This is an optimization exercise on Yosys and OpenROAD, whose aim is small area, a short achievable clock period and few clock cycles per item, not a production implementation.
In this exercise RTL edits were held to simulation tests only and were not proved equivalent to the original.
Power is estimated from default activity; no workload was simulated.

==> design.v <==
module ppc_decode (
    input  wire         clk,
    input  wire         rst,         
    input  wire         wr_en,
    input  wire [7:0]   wr_addr,
    input  wire [31:0]  wr_data,
    output wire         busy,
    output wire [11:0]  status,
    output wire [31:0]  bits,
    output wire [127:0] fval,
    output wire [9:0]   cmdf
);
    localparam [3:0] R_NONE = 4'd0, R_OK = 4'd1, R_LEN = 4'd2,
                     R_BADDESC = 4'd7, R_BADCMD = 4'd8;
    reg        lock;
    reg [6:0]  rxlen;
    reg [6:0]  d_rawlen;
    reg [5:0]  d_bitlen;
    reg        d_order;
    reg        d_half;
    reg [7:0]  d_sentinel;
    reg        d_st_en;
    reg        d_st_w2;
    reg [5:0]  d_st_pos;
    reg [15:0] d_sab  [0:3];     
    reg        f_en   [0:3];
    reg        f_kind [0:3];
    reg [5:0]  f_start[0:3];
    reg [5:0]  f_end  [0:3];
    reg        e_valid[0:7];
    reg [1:0]  e_field[0:7];
    reg [31:0] e_value[0:7];
    reg [31:0] e_pat  [0:7];
    reg [7:0]  raw    [0:63];
    reg [3:0]  res_code;
    reg        res_wenum;
    reg        res_ovalid;
    reg [31:0] bits_r;
    reg [31:0] fval_r [0:3];
    reg [3:0]  present_r;
    reg        sa_r, sb_r;
    reg        go;              
    reg [3:0]  todo;            
    reg [3:0]  cur_we;          
    reg        c_kind;          
    reg        c_rev;           
    reg [4:0]  c_sh;            
    reg [4:0]  c_wm1;           
    reg [7:0]  c_cand;          
    assign busy = go | (|todo);
    reg cfg_ok;
    integer k;
    always @(*) begin
        cfg_ok = 1'b1;
        if (d_rawlen[0] || d_rawlen < 7'd4 || d_rawlen > 7'd64) cfg_ok = 1'b0;
        if (d_bitlen > d_rawlen[6:1]) cfg_ok = 1'b0;
        for (k = 0; k < 4; k = k + 1)
            if (f_en[k] && (f_start[k] > f_end[k] || f_end[k] >= d_bitlen)) cfg_ok = 1'b0;
        if (d_st_en && ({1'b0, d_st_pos} + {6'd0, d_st_w2} >= {1'b0, d_bitlen}))
            cfg_ok = 1'b0;
        for (k = 0; k < 8; k = k + 1)
            if (e_valid[k] && !(f_en[e_field[k]] && f_kind[e_field[k]])) cfg_ok = 1'b0;
    end
    function sample;
        input [7:0] m;
        input [7:0] s;
        begin
            sample = ((d_half ? s : m) == d_sentinel);
        end
    endfunction
    reg [31:0] ext;
    integer i;
    always @(*)
        for (i = 0; i < 32; i = i + 1)
            ext[i] = (i < d_bitlen) && sample(raw[2 * i], raw[2 * i + 1]);
    reg [31:0] vin;
    always @(*)
        for (i = 0; i < 32; i = i + 1)
            vin[i] = c_rev ? bits_r[31 - i] : bits_r[i];
    wire [31:0] y = vin >> c_sh;
    reg  [31:0] mask;
    always @(*)
        for (i = 0; i < 32; i = i + 1)
            mask[i] = (i <= c_wm1);
    reg [7:0] m;
    always @(*)
        for (i = 0; i < 8; i = i + 1)
            m[i] = c_cand[i] && (((e_pat[i] ^ y) & mask) == 32'd0);
    reg [31:0] evsel;
    reg        found;
    always @(*) begin
        evsel = 32'd0;
        found = 1'b0;
        for (i = 0; i < 8; i = i + 1) begin
            if (m[i] && !found) evsel = e_value[i];
            found = found | m[i];
        end
    end
    wire [31:0] fres = c_kind ? evsel : (y & mask);
    wire [32:0] st_v  = {1'b0, bits_r};
    wire [1:0]  st_x  = {st_v[d_st_pos + 6'd1], st_v[d_st_pos]};
    wire [1:0]  st_a  = {sample(d_sab[1][7:0], d_sab[1][15:8]), sample(d_sab[0][7:0], d_sab[0][15:8])};
    wire [1:0]  st_b  = {sample(d_sab[3][7:0], d_sab[3][15:8]), sample(d_sab[2][7:0], d_sab[2][15:8])};
    wire        st_is_a = d_st_w2 ? (st_x == st_a) : (st_x[0] == st_a[0]);
    wire        st_is_b = d_st_w2 ? (st_x == st_b) : (st_x[0] == st_b[0]);
    wire [3:0] fen_v = {f_en[3], f_en[2], f_en[1], f_en[0]};
    wire [3:0] todo_n = go ? ((fen_v == 4'd0) ? 4'b0001 : fen_v)
                           : (todo & ~(todo & (~todo + 4'd1)));
    wire [3:0] nxt_oh = todo_n & (~todo_n + 4'd1);
    reg  [1:0] nxt_f;
    always @(*)
        case (nxt_oh)
            4'b0010: nxt_f = 2'd1;
            4'b0100: nxt_f = 2'd2;
            4'b1000: nxt_f = 2'd3;
            default: nxt_f = 2'd0;
        endcase
    wire [5:0] n_s = f_start[nxt_f];
    wire [5:0] n_e = f_end[nxt_f];
    wire        wr    = wr_en && !busy && !rst;
    wire        dwr   = wr && !lock;
    wire [31:0] wd    = rst ? 32'd0 : wr_data;
    wire        cmd_wr = wr && (wr_addr == 8'h00);
    always @(posedge clk) begin
        if (rst || (dwr && wr_addr == 8'h10)) d_rawlen   <= wd[6:0];
        if (rst || (dwr && wr_addr == 8'h11)) d_bitlen   <= wd[5:0];
        if (rst || (dwr && wr_addr == 8'h15)) begin d_order <= wd[0]; d_half <= wd[1]; end
        if (rst || (dwr && wr_addr == 8'h16)) d_sentinel <= wd[7:0];
        if (rst || (dwr && wr_addr == 8'h1B)) begin
            d_st_en  <= wd[0];
            d_st_w2  <= wd[1];
            d_st_pos <= wd[13:8];
        end
        for (i = 0; i < 4; i = i + 1) begin
            if (rst || (dwr && wr_addr == 8'h1C + i)) d_sab[i] <= wd[15:0];
            if (rst || (dwr && wr_addr == 8'h20 + 4 * i)) begin
                f_en[i]    <= wd[0];
                f_kind[i]  <= wd[1];
                f_start[i] <= wd[13:8];
                f_end[i]   <= wd[21:16];
            end
        end
        for (i = 0; i < 8; i = i + 1) begin
            if (rst || (dwr && wr_addr == 8'h30 + 4 * i)) begin
                e_valid[i] <= wd[0];
                e_field[i] <= wd[3:2];
            end
            if (rst || (dwr && wr_addr == 8'h31 + 4 * i)) e_value[i] <= wd;
            if (rst || (dwr && wr_addr == 8'h32 + 4 * i)) e_pat[i]   <= wd;
        end
        if (rst || (wr && wr_addr == 8'h03)) rxlen <= wd[6:0];
        if (rst) lock <= 1'b0;
        else if (wr && wr_addr == 8'h02 && wr_data[0]) lock <= 1'b1;
        for (i = 0; i < 64; i = i + 1)
            if (wr && wr_addr == 8'h80 + i) raw[i] <= wr_data[7:0];
    end
    wire start_ok = lock && cfg_ok && (rxlen == d_rawlen);
    always @(posedge clk) begin
        if (rst) begin
            go         <= 1'b0;
            todo       <= 4'd0;
            res_code   <= R_NONE;
            res_wenum  <= 1'b0;
            res_ovalid <= 1'b0;
        end else begin
            go <= 1'b0;
            if (cmd_wr && wr_data != 32'd0) begin
                res_wenum  <= 1'b0;
                res_ovalid <= 1'b0;
                if (wr_data == 32'd1) go <= 1'b1;
                else res_code <= R_BADCMD;
            end
            if (go) begin
                if (!lock || !cfg_ok) res_code <= R_BADDESC;
                else if (rxlen != d_rawlen) res_code <= R_LEN;
                else begin
                    res_code   <= R_OK;
                    res_ovalid <= 1'b1;
                end
            end
            if (go ? start_ok : (|todo)) todo <= todo_n;
            else todo <= 4'd0;
            if (|todo && c_kind && !found && cur_we != 4'd0) res_wenum <= 1'b1;
        end
    end
    always @(posedge clk) begin
        if (go && start_ok) bits_r <= ext;
        cur_we <= nxt_oh & fen_v;
        c_kind <= f_kind[nxt_f];
        c_rev  <= !d_order && !f_kind[nxt_f];
        c_sh   <= (!d_order && !f_kind[nxt_f]) ? ~n_e[4:0] : n_s[4:0];
        c_wm1  <= n_e[4:0] - n_s[4:0];
        for (i = 0; i < 8; i = i + 1)
            c_cand[i] <= e_valid[i] && (e_field[i] == nxt_f);
        for (i = 0; i < 4; i = i + 1) begin
            if (go) begin
                fval_r[i]    <= 32'd0;
                present_r[i] <= 1'b0;
            end else if (|todo && cur_we[i]) begin
                fval_r[i]    <= fres;
                present_r[i] <= !c_kind || found;
            end
        end
        if (|todo) begin
            sa_r <= d_st_en && st_is_a;
            sb_r <= d_st_en && !st_is_a && st_is_b;
        end
    end
    assign status = {lock, cfg_ok, res_ovalid, res_wenum, 4'hF, res_code};
    assign bits   = bits_r;
    assign fval   = {fval_r[3], fval_r[2], fval_r[1], fval_r[0]};
    assign cmdf   = {sb_r, sa_r, 4'd0, present_r};
endmodule
==> run.sh <==
#!/bin/bash
# synth_recipe.tcl (not shown) runs the flow's synth.tcl, then flattens the netlist and writes it again
# the make line also repeats each setting of config.mk as NAME=value (left out here)
make -C /OpenROAD-flow-scripts/flow DESIGN_CONFIG=/design/flow/config.mk WORK_HOME=/design/flow/orfs CLKGATE_MAP_FILE= SYNTH_SCRIPT=/design/flow/synth_recipe.tcl finish
==> config.mk <==
export PLATFORM = sky130hd
export DESIGN_NAME = ppc_decode
export DESIGN_NICKNAME = ppc_decode
export VERILOG_FILES = /design/flow/design.v
export SDC_FILE = /design/flow/constraint.sdc
export NUM_CORES = 4
export LEC_CHECK = 0
export CAP_MARGIN = 20
export CORE_MARGIN = 2
export CORE_UTILIZATION = 40
export PLACE_DENSITY = 0.6
export SLEW_MARGIN = 20
==> constraint.sdc <==
create_clock -name core_clock -period 10.0 [get_ports {clk}]
set_input_delay 2.0000 -clock core_clock [delete_from_list [all_inputs] [get_ports {clk}]]
set_output_delay 2.0000 -clock core_clock [all_outputs]
set_load 0.01 [all_outputs]
==> run notes <==
[final cells by class]
| cell class | count | area share [%] |
|---|---|---|
| sequential | 1408 | 53.9 |
| multi-input combinational | 3121 | 31.1 |
| clock buffer | 207 | 5.56 |
| timing repair buffer | 363 | 4.40 |
| tap | 2175 | 3.61 |
| clock inverter | 66 | 1.07 |
| inverter | 72 | 0.360 |
| antenna | 1 | 0.00332 |
[logic make-up (layout without fill, tap and decap cells)]
family,after synthesis,count (layout),synth area share [%]
xor gates and xnor gates,577,577,7.76
adders and majority gates,68,68,1.32
muxes,452,452,7.94
and+or+nand+nor,1049,1049,8.01
AOI/OAI and AO/OA,967,967,10.3
other,2,9,0.0115
DFF,1408,1408,62.3
buffers and inverters,349,708,2.31
[per-layer routing]
layer / vias up / part of all wire, % / track usage (%)
li1: 19200 / - / -
met1: 22500 / 41 / 36.0
met2: 2540 / 46 / 41.5
met3: 465 / 9.3 / 5.16
met4: 0 / 4.0 / 9.34
met5: - / 0 / 0
[sequential cells by signal, indices dropped and copies added (netlist names), 5 cells and up]
register    flops
d_sentinel      8
e_valid         8
e_field        16
d_st_pos        6
c_sh            5
f_end          24
e_pat         256
d_sab          64
d_rawlen        7
c_wm1           5
rxlen           7
fval_r        128
c_cand          8
f_start        24
d_bitlen        6
e_value       256
raw           512
bits_r         32
[worst register-to-register path: cells and delay by family, from the launching register on]
family	cells	cell delay, ns
multiplexers	2	0.82
XOR/XNOR	1	0.16
AO/OA/AOI/OAI	5	1.75
buffers and inverters	2	0.94
AND/OR/NAND/NOR	6	2.87
flip-flops	1	0.86
[stage by stage]
step                      cells  area, µm²
after CTS                  7409      75300
after global routing       7412      75400
final                      7413      75400
after floorplan            4878      65200
after detailed placement   7136      70300
after global placement     7134      70300
[how the worst max path moves through the flow]
stage	start	endpoint	slack (ns)	cells after the start
2_1_floorplan	rst	e_pat[3][0]	5.05	5
3_3_place_gp	c_sh[0]	res_wenum	2.49	14
3_5_place_dp	c_sh[0]	fval_r[3][28]	2.66	16
4_1_cts	c_sh[0]	fval_r[1][28]	2.67	16
5_1_grt	c_sh[0]	fval_r[0][21]	2.15	16
6_report	c_sh[0]	fval_r[1][21]	2.45	16
[report_power, final]
group | internal (mW) | switching [mW] | leakage (nW)
sequential | 6.66 | 0.161 | 12.9
clock | 3.23 | 2.41 | 2.40
combinational | 0.749 | 1.63 | 10.4
total | 10.6 | 4.20 | 25.7
[placed cells by master (no fill, tap or decap), drive strengths merged, types with 18 or more instances in the layout]
master and instances:
nor2b 65, or2 19, or3 25, a2bb2oi 21, nand3 79, and2 31, o21a 27, o211ai 18
o21bai 37, nand2b 28, buf 155, clkbuf 207, a21o 20, clkinv 46, or4 19, a211oi 30
o32ai 35, xnor2 255, nand2 217, nor4 71, clkdlybuf4s50 208, a31oi 98, a221oi 49, mux2i 372
a22oi 32, nor2 292, a21oi 125, mux4 47, nand4 68, inv 75, edfxtp 1240, mux2 33
ha 67, a22o 18, nor3 80, o21ai 206, dfxtp 168, xor2 322, o22ai 78, and3 37
==> flow_metrics.tcl <==
set metrics [dict create \
    worst_slew_pin_slew_ns 1.29 \
    synth_seq_area_share_pct 62.3 \
    setup_slack_ns 2.45 \
    cts_tree "done" \
    worstHoldPathCells 2 \
    netlist.area_leader.share_pct 57.1 \
    dpl_worst_slack_ns 2.66 \
    p_leak_nw 25.7 \
    regArea_um2 40600 \
    cts_resized 0 \
    timing_hold_violations_final 0 \
    setup_violations 0 \
    row_count 148 \
    track_usage_pct 26.3 \
    crit_type "register to register" \
    first_iter_violations 5923 \
    clock-sinks 1408 \
    drv_slew 0 \
    hold_end "res_code[1]" \
    min_period_over_period_pct 75.5 \
    synth-main-ff-cell "edfxtp_1" \
    ys_warn_count 12 \
    vdd_drop_max_uv 171 \
    vias 44700 \
    holdBufCountCts 0 \
    syn_to_final_growth_pct 15.7 \
    max_cap_viol_count 0 \
    drtAntennaViolNets 0 \
    cts_setup_buffers 0 \
    arrival_ns 8.19 \
    drc 0 \
    cts_root_buf "clkbuf_16" \
    critPathLaunchType "register" \
    grt_max_degree 130 \
    hold_ws_ns 0.474 \
    avgSynthCellArea_um2 13.4 \
    status "finished clean" \
    async_flop_share_pct 0 \
    layout-drive-gt1-share_pct 10.7 \
    multi_input_area_um2 23500 \
    hp-class "register to register" \
    ys_types 104 \
    final.setup_skew_ns 0.0422 \
    fmax_ghz 0.132 \
    syn_inst 4872 \
    layout.nets 5230 \
    r2r_end "fval_r[1][21]" \
    detail_route.wl_per_cell_um 30.2 \
    dieArea_um2 166000 \
    fp.dieW_um 408 \
    reg2reg_from "c_sh[0]" \
    slew_headroom_pct 13.4 \
    io_buffers 217 \
    grt_pass1_vias 43200 \
    path_cells "buf_4 > mux2i_1 > mux4_2 > a2bb2oi_1 > and3_1 > xor2_1 > a2111oi_0 > nand4_1 > or4_1 > or4_4 > nor2b_2 > nand2_1 > buf_4 > o21a_1 > a32oi_1 > a31oi_1" \
    synth_seq_cells 1408 \
    synth_top_area_cell "edfxtp_1" \
    final_core_util_pct 46.5 \
    synth.area.top_cells "edfxtp_1 (57%), mux2i_1 (5.7%), dfxtp_1 (5.2%), xor2_1 (4.3%), xnor2_1 (3.4%)" \
    clk-insertion-delay-late_ns 0.80 \
    vias_per_cell 6.03 \
    worst_path_max_delay_cell "dfxtp_4" \
    synth_area_um2 65200 \
    path_buf_inv 2 \
    cts_buffers 153 \
    start_util_pct 40.2 \
    dr.pass1.iters 8 \
    clock_path_buffers 3 \
    gr-total-overflow 0 \
    hpwl_mm 149 \
    path_max_fanout 51 \
    drt-total-wl_mm 224 \
    synth.most_common_cell "edfxtp_1" \
    p_per_area_nw_per_um2 197 \
    gp_congestion 1.00 \
    synthTopCellsByCount "edfxtp_1 (1240), mux2i_1 (371), xor2_1 (322)" \
    io_pins 226 \
    cts.clk_slew.worst_paths_ns 0.06 \
    max_stage_delay_ns 0.86 \
    rsz0062_at_grt "false" \
    chipHeight_um 408 \
    setup_tns_ns 0 \
    h-tree-depth 4 \
    cp_top_family "simple AND/OR/NAND/NOR gates" \
    cp.required_ns 10.64 \
    grt_pass1_wl_mm 318 \
    post-route-min-period_ns 7.55 \
    cp-end-kind "register" \
    min-delay-start "res_code[1]" \
    finalPower_mw 14.8 \
    core_um2 162000 \
    crit_top_cell "buf_4" \
    synth_edf_count 1240 \
    reg2reg_slack_ns 2.45 \
    antenna_found_initial 8 \
    nFillCells 14400 \
    reg2regPathDepth 16 \
]
Testbench counts, summed over its fixed seeds: cycles 21,268, decodes 384.

-- re-timing with driven ports --
How much do the figures lean on ideal ports? The routed layout below was timed once more, with nothing changed but the port constraints. Step 1, drivers: a clkbuf_16 drives clk and a buf_2 each remaining input, both assumed. Step 2 moves the port delays by t, midway between the first and last clock arrival at a register: inputs arrive t later, outputs are due t later. That takes back most of the time a late clock gives input paths. Slacks: no drivers / after step 1 / after step 2; pairs: no drivers / after step 1.
shift t [ns]: 0.859
setup WS [ns]: 2.449 / 2.449 / 2.449
cell pins on the clock port's net: 1
After both steps this run still meets setup and hold. The setup slack of this run moves by 0.000 ns with the drivers and by 0.000 ns with both steps.
